From an optimization exercise on the open Yosys and OpenROAD flow, aimed at small area, a short achievable clock period and few clock cycles; shortcuts taken in it are not production practice. The RTL of this run was laid out without a check of its function. No activity file was given, so power comes from the tool's default toggle rates.

==> design.v <==
`timescale 1ns/1ps
module cc1_codec (
    input  wire        clk,
    input  wire        rst,           
    input  wire        cmd_valid,
    input  wire [31:0] cmd,
    output wire        ready,
    input  wire [7:0]  buf_we,
    input  wire [63:0] buf_wdata,
    input  wire [8:0]  arg_we,
    input  wire [71:0] arg_wdata,
    output wire [63:0] buf_q,
    output wire [71:0] arg_q,
    output wire [71:0] out_q,
    output wire [7:0]  res,
    output wire [7:0]  status
);
    localparam [7:0] TYPE_A = 8'h21, TYPE_P = 8'h3F, TYPE_R = 8'h2A;
    localparam [1:0] S_IDLE = 2'd0, S_CRC = 2'd1, S_FIN = 2'd2;
    localparam [1:0] J_CRC = 2'd0, J_ENC = 2'd1, J_DEC = 2'd2;
    reg [7:0] buf_r [0:7];            
    reg [7:0] arg_r [0:8];
    reg [7:0] out_r [0:8];
    reg [7:0] res_r;
    reg       ill_r;
    reg [7:0] a_hc1, a_hc2;
    reg [7:0] p_hc1, p_hc2;
    reg [6:0] p_rp;
    reg [1:0] p_lc;
    reg [3:0] p_lt;
    reg [1:0] p_lf;
    reg [7:0] r_hc1, r_hc2;
    reg [5:0] r_rh;
    reg [7:0] r_tp, r_tr;
    reg [5:0] r_al;
    reg       r_s, r_w, r_sy;
    reg [1:0] state;
    reg [1:0] job;
    reg [1:0] job_var;
    reg       job_ok;                 
    reg [6:0] crc_r;
    reg [2:0] crc_idx;
    assign ready = (state == S_IDLE);
    genvar gi;
    generate
        for (gi = 0; gi < 8; gi = gi + 1) begin : g_bufq
            assign buf_q[8*gi +: 8] = buf_r[gi];
        end
        for (gi = 0; gi < 9; gi = gi + 1) begin : g_argq
            assign arg_q[8*gi +: 8] = arg_r[gi];
            assign out_q[8*gi +: 8] = out_r[gi];
        end
    endgenerate
    assign res    = res_r;
    assign status = {7'd0, ill_r};
    wire [7:0] op     = cmd[7:0];
    wire [7:0] len    = cmd[15:8];
    wire       ck     = cmd[16];
    wire       nb     = cmd[17];
    wire       rsv_ok = (cmd[31:18] == 14'd0);
    wire [3:0] cls    = op[7:4];
    wire [3:0] var_n  = op[3:0];
    wire       var_ok = (var_n <= 4'd2);
    wire is_crc   = rsv_ok && (op == 8'h01);
    wire is_make  = rsv_ok && (cls == 4'h1) && var_ok;
    wire is_enc   = rsv_ok && (cls == 4'h2) && var_ok;
    wire is_dec   = rsv_ok && (cls == 4'h3) && var_ok;
    wire is_valid = rsv_ok && (cls == 4'h4) && var_ok;
    wire is_gethc = rsv_ok && (cls == 4'h5) && var_ok;
    wire is_getf  = rsv_ok && (cls == 4'h6) && (var_n == 4'd1 || var_n == 4'd2);
    wire is_legal = is_crc | is_make | is_enc | is_dec | is_valid | is_gethc | is_getf;
    wire len7_ok = !nb && (len >= 8'd7);
    wire len8_ok = !nb && (len >= 8'd8);
    wire [6:0] mk_rp = (arg_r[2] > 8'd100) ? 7'd100 : arg_r[2][6:0];
    wire [1:0] mk_lc = arg_r[3][1:0];
    wire [3:0] mk_lt = (arg_r[4] < 8'd1) ? 4'd1 : (arg_r[4] > 8'd15) ? 4'd15 : arg_r[4][3:0];
    wire [1:0] mk_lf = (arg_r[5] < 8'd1) ? 2'd1 : (arg_r[5] > 8'd3)  ? 2'd3  : arg_r[5][1:0];
    wire [5:0] mk_rh = (arg_r[2] > 8'd50)  ? 6'd50  : arg_r[2][5:0];
    wire [7:0] mk_tp = (arg_r[3] > 8'd199) ? 8'd199 : arg_r[3];
    wire [7:0] mk_tr = (arg_r[4] > 8'd199) ? 8'd199 : arg_r[4];
    wire [5:0] mk_al = (arg_r[5] < 8'd1) ? 6'd1 : (arg_r[5] > 8'd62) ? 6'd62 : arg_r[5][5:0];
    wire       mk_s  = (arg_r[6] != 8'd0);
    wire       mk_w  = (arg_r[7] != 8'd0);
    wire       mk_sy = (arg_r[8] != 8'd0);
    wire       mk_valid = (arg_r[0] != 8'hFF) && (arg_r[1] != 8'hFF);
    reg [7:0] enc_p [0:6];
    always @(*) begin
        case (var_n[1:0])
            2'd0: begin
                enc_p[0] = TYPE_A; enc_p[1] = a_hc1; enc_p[2] = a_hc2;
                enc_p[3] = 8'h01;  enc_p[4] = 8'h01; enc_p[5] = 8'h01; enc_p[6] = 8'h01;
            end
            2'd1: begin
                enc_p[0] = TYPE_P; enc_p[1] = p_hc1; enc_p[2] = p_hc2;
                enc_p[3] = {1'b0, p_rp} + 8'd1;
                enc_p[4] = {p_lf, p_lt, p_lc};
                enc_p[5] = 8'h01;  enc_p[6] = 8'h01;
            end
            default: begin
                enc_p[0] = TYPE_R; enc_p[1] = r_hc1; enc_p[2] = r_hc2;
                enc_p[3] = {r_w, r_s, r_rh + 6'd1};
                enc_p[4] = r_tp + 8'd1;
                enc_p[5] = r_tr + 8'd1;
                enc_p[6] = {r_sy, r_al, 1'b0};
            end
        endcase
    end
    wire [5:0] dr_rhs = buf_r[3][5:0];
    wire [5:0] dr_al  = buf_r[6][6:1];
    wire chk_a = (buf_r[0] == TYPE_A) && (buf_r[3] == 8'h01);
    wire chk_p = (buf_r[0] == TYPE_P)
              && (buf_r[3] != 8'h00) && (buf_r[3] <= 8'd101)
              && (buf_r[4][7:6] != 2'd0) && (buf_r[4][5:2] != 4'd0)
              && (buf_r[5] == 8'h01);
    wire chk_r = (buf_r[0] == TYPE_R)
              && (dr_rhs != 6'd0) && (dr_rhs <= 6'd51)
              && (buf_r[4] != 8'h00) && (buf_r[4] <= 8'd200)
              && (buf_r[5] != 8'h00) && (buf_r[5] <= 8'd200)
              && (dr_al != 6'd0) && (dr_al != 6'h3F);
    wire chk_var = (var_n[1:0] == 2'd0) ? chk_a :
                   (var_n[1:0] == 2'd1) ? chk_p : chk_r;
    reg [6:0] crc_next;
    reg       crc_fb;
    integer   bi;
    always @(*) begin
        crc_next = crc_r;
        for (bi = 7; bi >= 0; bi = bi - 1) begin
            crc_fb   = crc_next[6] ^ buf_r[crc_idx][bi];
            crc_next = {crc_next[5:0], 1'b0} ^ (crc_fb ? 7'h37 : 7'h00);
        end
    end
    wire [7:0] crc_val = (crc_r == 7'd0) ? 8'h80 : {1'b0, crc_r};
    integer i;
    always @(posedge clk) begin
        if (rst) begin
            state   <= S_IDLE;
            job     <= J_CRC;
            job_var <= 2'd0;
            job_ok  <= 1'b0;
            crc_r   <= 7'd0;
            crc_idx <= 3'd0;
            res_r   <= 8'h00;
            ill_r   <= 1'b0;
            for (i = 0; i < 9; i = i + 1) begin
                arg_r[i] <= 8'h00;
                out_r[i] <= 8'h00;
            end
            a_hc1 <= 8'hFF; a_hc2 <= 8'hFF;
            p_hc1 <= 8'hFF; p_hc2 <= 8'hFF;
            p_rp  <= 7'd0;  p_lc  <= 2'd0; p_lt <= 4'd1; p_lf <= 2'd1;
            r_hc1 <= 8'hFF; r_hc2 <= 8'hFF;
            r_rh  <= 6'd0;  r_tp  <= 8'd0; r_tr <= 8'd0; r_al <= 6'd1;
            r_s   <= 1'b0;  r_w   <= 1'b0; r_sy <= 1'b0;
        end else begin
            case (state)
            S_IDLE: begin
                for (i = 0; i < 8; i = i + 1)
                    if (buf_we[i]) buf_r[i] <= buf_wdata[8*i +: 8];
                for (i = 0; i < 9; i = i + 1)
                    if (arg_we[i]) arg_r[i] <= arg_wdata[8*i +: 8];
                if (cmd_valid) begin
                    job_var <= var_n[1:0];
                    if (!is_legal) begin
                        ill_r <= 1'b1;
                        res_r <= 8'h00;
                    end else if (is_crc) begin
                        if (!len7_ok || buf_r[0] == 8'h00) begin
                            res_r <= 8'h00;
                        end else begin
                            job     <= J_CRC;
                            crc_r   <= buf_r[0][6:0];
                            crc_idx <= 3'd1;
                            state   <= S_CRC;
                        end
                    end else if (is_make) begin
                        res_r <= {7'd0, mk_valid};
                        case (var_n[1:0])
                            2'd0: begin
                                a_hc1 <= arg_r[0]; a_hc2 <= arg_r[1];
                            end
                            2'd1: begin
                                p_hc1 <= arg_r[0]; p_hc2 <= arg_r[1];
                                p_rp <= mk_rp; p_lc <= mk_lc; p_lt <= mk_lt; p_lf <= mk_lf;
                            end
                            default: begin
                                r_hc1 <= arg_r[0]; r_hc2 <= arg_r[1];
                                r_rh <= mk_rh; r_tp <= mk_tp; r_tr <= mk_tr; r_al <= mk_al;
                                r_s <= mk_s; r_w <= mk_w; r_sy <= mk_sy;
                            end
                        endcase
                    end else if (is_enc) begin
                        if (!len7_ok || (ck && !len8_ok)) begin
                            res_r <= 8'h00;
                        end else begin
                            for (i = 0; i < 7; i = i + 1)
                                buf_r[i] <= enc_p[i];
                            if (ck) begin
                                job     <= J_ENC;
                                crc_r   <= enc_p[0][6:0];
                                crc_idx <= 3'd1;
                                state   <= S_CRC;
                            end else begin
                                res_r <= 8'h07;
                            end
                        end
                    end else if (is_dec) begin
                        case (var_n[1:0])
                            2'd0:    begin a_hc1 <= 8'hFF; a_hc2 <= 8'hFF; end
                            2'd1:    begin p_hc1 <= 8'hFF; p_hc2 <= 8'hFF; end
                            default: begin r_hc1 <= 8'hFF; r_hc2 <= 8'hFF; end
                        endcase
                        if (!len8_ok) begin
                            res_r <= 8'h00;
                        end else begin
                            job     <= J_DEC;
                            job_ok  <= chk_var;
                            crc_r   <= buf_r[0][6:0];
                            crc_idx <= 3'd1;
                            state   <= S_CRC;
                        end
                    end else if (is_valid) begin
                        case (var_n[1:0])
                            2'd0:    res_r <= {7'd0, (a_hc1 != 8'hFF) && (a_hc2 != 8'hFF)};
                            2'd1:    res_r <= {7'd0, (p_hc1 != 8'hFF) && (p_hc2 != 8'hFF)};
                            default: res_r <= {7'd0, (r_hc1 != 8'hFF) && (r_hc2 != 8'hFF)};
                        endcase
                    end else if (is_gethc) begin
                        res_r <= 8'h02;
                        case (var_n[1:0])
                            2'd0:    begin out_r[0] <= a_hc1; out_r[1] <= a_hc2; end
                            2'd1:    begin out_r[0] <= p_hc1; out_r[1] <= p_hc2; end
                            default: begin out_r[0] <= r_hc1; out_r[1] <= r_hc2; end
                        endcase
                    end else begin  
                        if (var_n[1:0] == 2'd1) begin
                            res_r    <= 8'h04;
                            out_r[0] <= {1'b0, p_rp};
                            out_r[1] <= {6'd0, p_lc};
                            out_r[2] <= {4'd0, p_lt};
                            out_r[3] <= {6'd0, p_lf};
                        end else begin
                            res_r    <= 8'h07;
                            out_r[0] <= {2'd0, r_rh};
                            out_r[1] <= r_tp;
                            out_r[2] <= r_tr;
                            out_r[3] <= {2'd0, r_al};
                            out_r[4] <= {7'd0, r_s};
                            out_r[5] <= {7'd0, r_w};
                            out_r[6] <= {7'd0, r_sy};
                        end
                    end
                end
            end
            S_CRC: begin
                crc_r   <= crc_next;
                crc_idx <= crc_idx + 3'd1;
                if (crc_idx == 3'd6)
                    state <= S_FIN;
            end
            default: begin  
                state <= S_IDLE;
                case (job)
                    J_CRC: res_r <= crc_val;
                    J_ENC: begin
                        buf_r[7] <= crc_val;
                        res_r    <= 8'h08;
                    end
                    default: begin  
                        if (job_ok && (buf_r[7] == crc_val)) begin
                            res_r <= 8'h08;
                            case (job_var)
                                2'd0: begin
                                    a_hc1 <= buf_r[1]; a_hc2 <= buf_r[2];
                                end
                                2'd1: begin
                                    p_rp  <= buf_r[3][6:0] - 7'd1;
                                    p_lf  <= buf_r[4][7:6];
                                    p_lt  <= buf_r[4][5:2];
                                    p_lc  <= buf_r[4][1:0];
                                    p_hc1 <= buf_r[1]; p_hc2 <= buf_r[2];
                                end
                                default: begin
                                    r_rh  <= dr_rhs - 6'd1;
                                    r_w   <= buf_r[3][7];
                                    r_s   <= buf_r[3][6];
                                    r_tp  <= buf_r[4] - 8'd1;
                                    r_tr  <= buf_r[5] - 8'd1;
                                    r_al  <= dr_al;
                                    r_sy  <= buf_r[6][7];
                                    r_hc1 <= buf_r[1]; r_hc2 <= buf_r[2];
                                end
                            endcase
                        end else begin
                            res_r <= 8'h00;
                        end
                    end
                endcase
            end
            endcase
        end
    end
endmodule
==> run.sh <==
#!/bin/bash
# synth_recipe.tcl (not shown) runs the flow's synth.tcl, then flattens the netlist and writes it again
# the make line also repeats each setting of config.mk as NAME=value (left out here)
make -C /OpenROAD-flow-scripts/flow DESIGN_CONFIG=/design/flow/config.mk WORK_HOME=/design/flow/orfs CLKGATE_MAP_FILE= SYNTH_SCRIPT=/design/flow/synth_recipe.tcl finish
==> config.mk <==
export PLATFORM = sky130hd
export DESIGN_NAME = cc1_codec
export DESIGN_NICKNAME = cc1_codec
export VERILOG_FILES = /design/flow/design.v
export SDC_FILE = /design/flow/constraint.sdc
export NUM_CORES = 4
export LEC_CHECK = 0
export CAP_MARGIN = 20
export CORE_MARGIN = 2
export CORE_UTILIZATION = 40
export PLACE_DENSITY = 0.6
export SLEW_MARGIN = 20
==> constraint.sdc <==
create_clock -name core_clock -period 10.0 [get_ports {clk}]
set_input_delay 2.0000 -clock core_clock [delete_from_list [all_inputs] [get_ports {clk}]]
set_output_delay 2.0000 -clock core_clock [all_outputs]
set_load 0.01 [all_outputs]
==> results by group <==
Clock network
  • Clk sinks: 289
  • Post-CTS Hold Buffers: 0
  • Resized Gates After CTS: 0
  • Clock Latency Late Sink: a little over 500 ps
  • Setup bufs post-CTS: 0
  • Clk slew on worst S/H paths: 60 ps
  • Root buf cell: clkbuf_16
  • Buffer depth of the longest clock path: 3
  • CTS tree: done
  • H-tree lvl count: 2
  • Total CTS buffers: 35

Pwr
  • VDD IR max: 0.0000938 V
  • Static leakage: approximately 7.6 nW
  • Power density over the cells: 142 nW/µm²
  • Total power: 2.94 mW

Synth
  • Synth Area per Inst: approximately 8.3 µm²
  • Sequential share of the synthesized area: 40.4%
  • Post-synthesis cell type count: between 70 and 80
  • Seq cells post-synth: 289
  • Synthesized instance count: approximately 1900
  • Synth async-reset ratio: 0%
  • Yosys warnings: 5
  • Synthesized area: around 16000 µm²
  • Number of synthesized flops with an enable pin: 64
  • Most used DFF post-synth: dfxtp_1

Placement
  • Placed cell count: approximately 2700
  • Gpl congestion: 0.886
  • Port-buffer cells: 366
  • Pre-CTS WS: 3630 ps
  • DPL Wire Length: approximately 46000 µm
  • Placed cell area: a little under 20000 µm²

Worst setup path
  • WP data required: around 10000 ps
  • Worst Setup Path Type: primary input to flip-flop
  • Worst setup EP type: flip-flop
  • Startpoint Class: primary input
  • Critical path arrival: 6320 ps
  • Crit path max fanout: 35
  • Flop2flop setup slack: 5830 ps

Layout
  • Final instance area: a little over 20000 µm²
  • Final #Nets: 2402
  • Final Non-Filler Cells: approximately 2700
  • Core Util, Final: 52.6%
  • N_diodes: 0
  • Area delta synth->final: 30.4%
  • Fraction of layout cells with a size suffix above 1: 4.73%

Global routing
  • Tot GR Track Use: 28.8%
  • Vias in the first global route: 14900
  • Antenna violations before repair: 0
  • Global-route wire length before repair: 92100 µm
  • Grt total ovfl: 0
  • Pin count of the biggest net entering global routing: 106

STA
  • Setup-failing EPs final: 0
  • Final Hold Vio Count: 0
  • Slew Limit Fails: 0
  • FMAX: 169 MHz
  • Fin crit period: 5920 ps
  • Final setup skew: between 10 and 15 ps
  • Final worst-path cycle share: a little under 60%
  • Fin Hold WS: 450 ps
  • Worst-Margin Slew: 1050 ps
  • Post-route setup slack: approximately 4000 ps
  • RSZ-0062 raised after global routing: no
  • Post-route setup TNS: 0 ps
  • Max-slew headroom: 29.9%

Drt
  • DRC Markers: 0
  • Drt pass-1 iters: 5
  • Post-route ant nets: 0
  • Detailed Route WL: 61500 µm
  • Vias: 15700
  • DRT iter0 DRCs: around 1400
  • WL/cell: 22.4 µm
  • Vias per inst: 5.72

Floorplanning
  • Chip Width: 203 µm
  • Die area: 41400 µm²
  • CORE AREA: 39500 µm²
  • I/O pin cnt: 413
  • Rows: 73
  • Die H: 203 µm
  • Starting Density: 40.3%

Status
  • Status: finished clean

Job
  • Max-cap viol count: 0

Min path
  • Hold Path Class: flip-flop to flip-flop
[cell type report]
cell class	count	area, µm²
flip-flops and latches	289	6430
clock buffers	47	961
inverters	16	61.3
fillers	3783	18700
well taps	525	657
clock inverters	15	154
multi-input cells	1469	8680
repair buffers	385	3810
[report_power, final]
part           internal, mW  switching [mW]
sequential             1.23          0.0714
clock                 0.752           0.502
combinational         0.194           0.188
total                  2.18           0.761
[flip-flops by register name, summed over array words and instances (netlist names), 3 cells and up]
name     cells
r_rh         6
r_tp         8
p_lt         4
a_hc2        8
buf_r       64
r_hc1        8
r_hc2        8
crc_r        7
p_hc1        8
res_r        8
p_rp         7
r_tr         8
crc_idx      3
out_r       33
arg_r       72
r_al         6
p_hc2        8
a_hc1        8
[synthesized netlist by cell type, types with 8 or more instances]
master,number,area (µm²)
nand2_1,305,1140
a21oi_1,230,1150
dfxtp_1,225,4500
nor2_1,151,567
clkbuf_1,111,417
nor2b_1,74,463
edfxtp_1,64,1920
mux2i_1,59,591
a211o_1,55,482
a211oi_1,54,405
buf_4,50,375
nand3_1,41,205
nor3_1,38,190
xor2_1,32,280
and3_1,30,188
xnor2_1,30,263
nor4_1,26,163
o21ai_0,26,130
a221oi_1,23,201
nand4_1,23,144
a31oi_1,20,125
and2_1,20,125
buf_1,18,67.6
ha_1,18,225
o211ai_1,16,120
inv_1,15,56.3
a311oi_1,12,105
buf_2,10,50.1
nand2b_1,10,62.6
a22oi_1,9,67.6
or2_2,8,50.1
or3_1,8,50.1
[path summary, 6_finish.rpt]
check / startpoint / depth (start not counted) / end
worst max-delay path: cmd[0] / 11 / a_hc1[0]$_SDFFE_PP1P_
worst min-delay path: res_r[4]$_SDFFE_PP0P_ / 2 / res_r[4]$_SDFFE_PP0P_
worst max register to register: state[1]$_SDFFE_PP0P_ / 7 / a_hc1[0]$_SDFFE_PP1P_
worst min register to register: res_r[4]$_SDFFE_PP0P_ / 2 / res_r[4]$_SDFFE_PP0P_
[critical path: stages]
cell	delay [ps]
clkdlybuf4s50_1	460
buf_4	360
nand2b_1	90
buf_4	280
o22ai_1	280
a32o_1	360
a31o_2	300
nor2b_1	810
and2b_1	940
nor2b_1	100
a211o_1	310
[layout by cell type, fill, tap and decap left out, drive strengths merged, types with 26 or more instances in the layout]
cell type | synthesis | final
nor3 | 38 | 38
nand3 | 41 | 41
conb | 1 | 46
clkbuf | 112 | 47
nand2 | 305 | 305
a211o | 55 | 55
nor4 | 26 | 26
xnor2 | 35 | 35
o21ai | 27 | 27
nor2 | 151 | 151
a211oi | 54 | 54
a21oi | 230 | 230
and3 | 30 | 30
xor2 | 32 | 32
mux2i | 59 | 59
edfxtp | 64 | 64
clkdlybuf4s50 | 0 | 364
nor2b | 74 | 74
dfxtp | 225 | 225
[layer usage]
| layer | GRT usage [%] | routed length [µm] | part of all wire (%) | up-vias |
|---|---|---|---|---|
| met5 | 0 | 0 | 0 | - |
| met4 | 8.84 | 1880 | 3.1 | 0 |
| met3 | 5.34 | 4670 | 7.6 | 97 |
| met2 | 47.7 | 28900 | 47 | 692 |
| met1 | 38.0 | 26000 | 42 | 7522 |
| li1 | - | - | - | 7402 |
[logic make-up after synthesis]
family	synth area share, %
AO/OA/AOI/OAI	21.7
XOR/XNOR	4.07
adder cells (fa/ha/maj)	1.42
buffers and inverters	6.27
flip-flops	40.4
multiplexers	3.93
other	0.0236
AND/OR/NAND/NOR	22.2

static timing again, ports no longer ideal:
How much do the figures lean on ideal ports? The routed layout below was timed once more, with nothing changed but the port constraints.
Step 1 (the two cells are an assumption about what drives the block):
set clk [get_ports {clk}]
set_driving_cell -lib_cell sky130_fd_sc_hd__clkbuf_16 $clk
set_driving_cell -lib_cell sky130_fd_sc_hd__buf_2 [delete_from_list [all_inputs] $clk]
Step 2 times the ports against the registers' clock, not the clock port: input delays grow and output delays shrink by t, the midpoint of the rising clock arrivals with the driver on.
Three values: ideal ports, drivers, drivers and shift; two values: the first two.
t, ns: 0.561
setup slack, ns: 4.081 / 4.110 / 3.548
slew at the worst register clock pin (ns): 0.06 / 0.06
After both steps this run still meets setup and hold. The setup slack of this run moves by +0.029 ns with the drivers and by -0.533 ns with both steps.
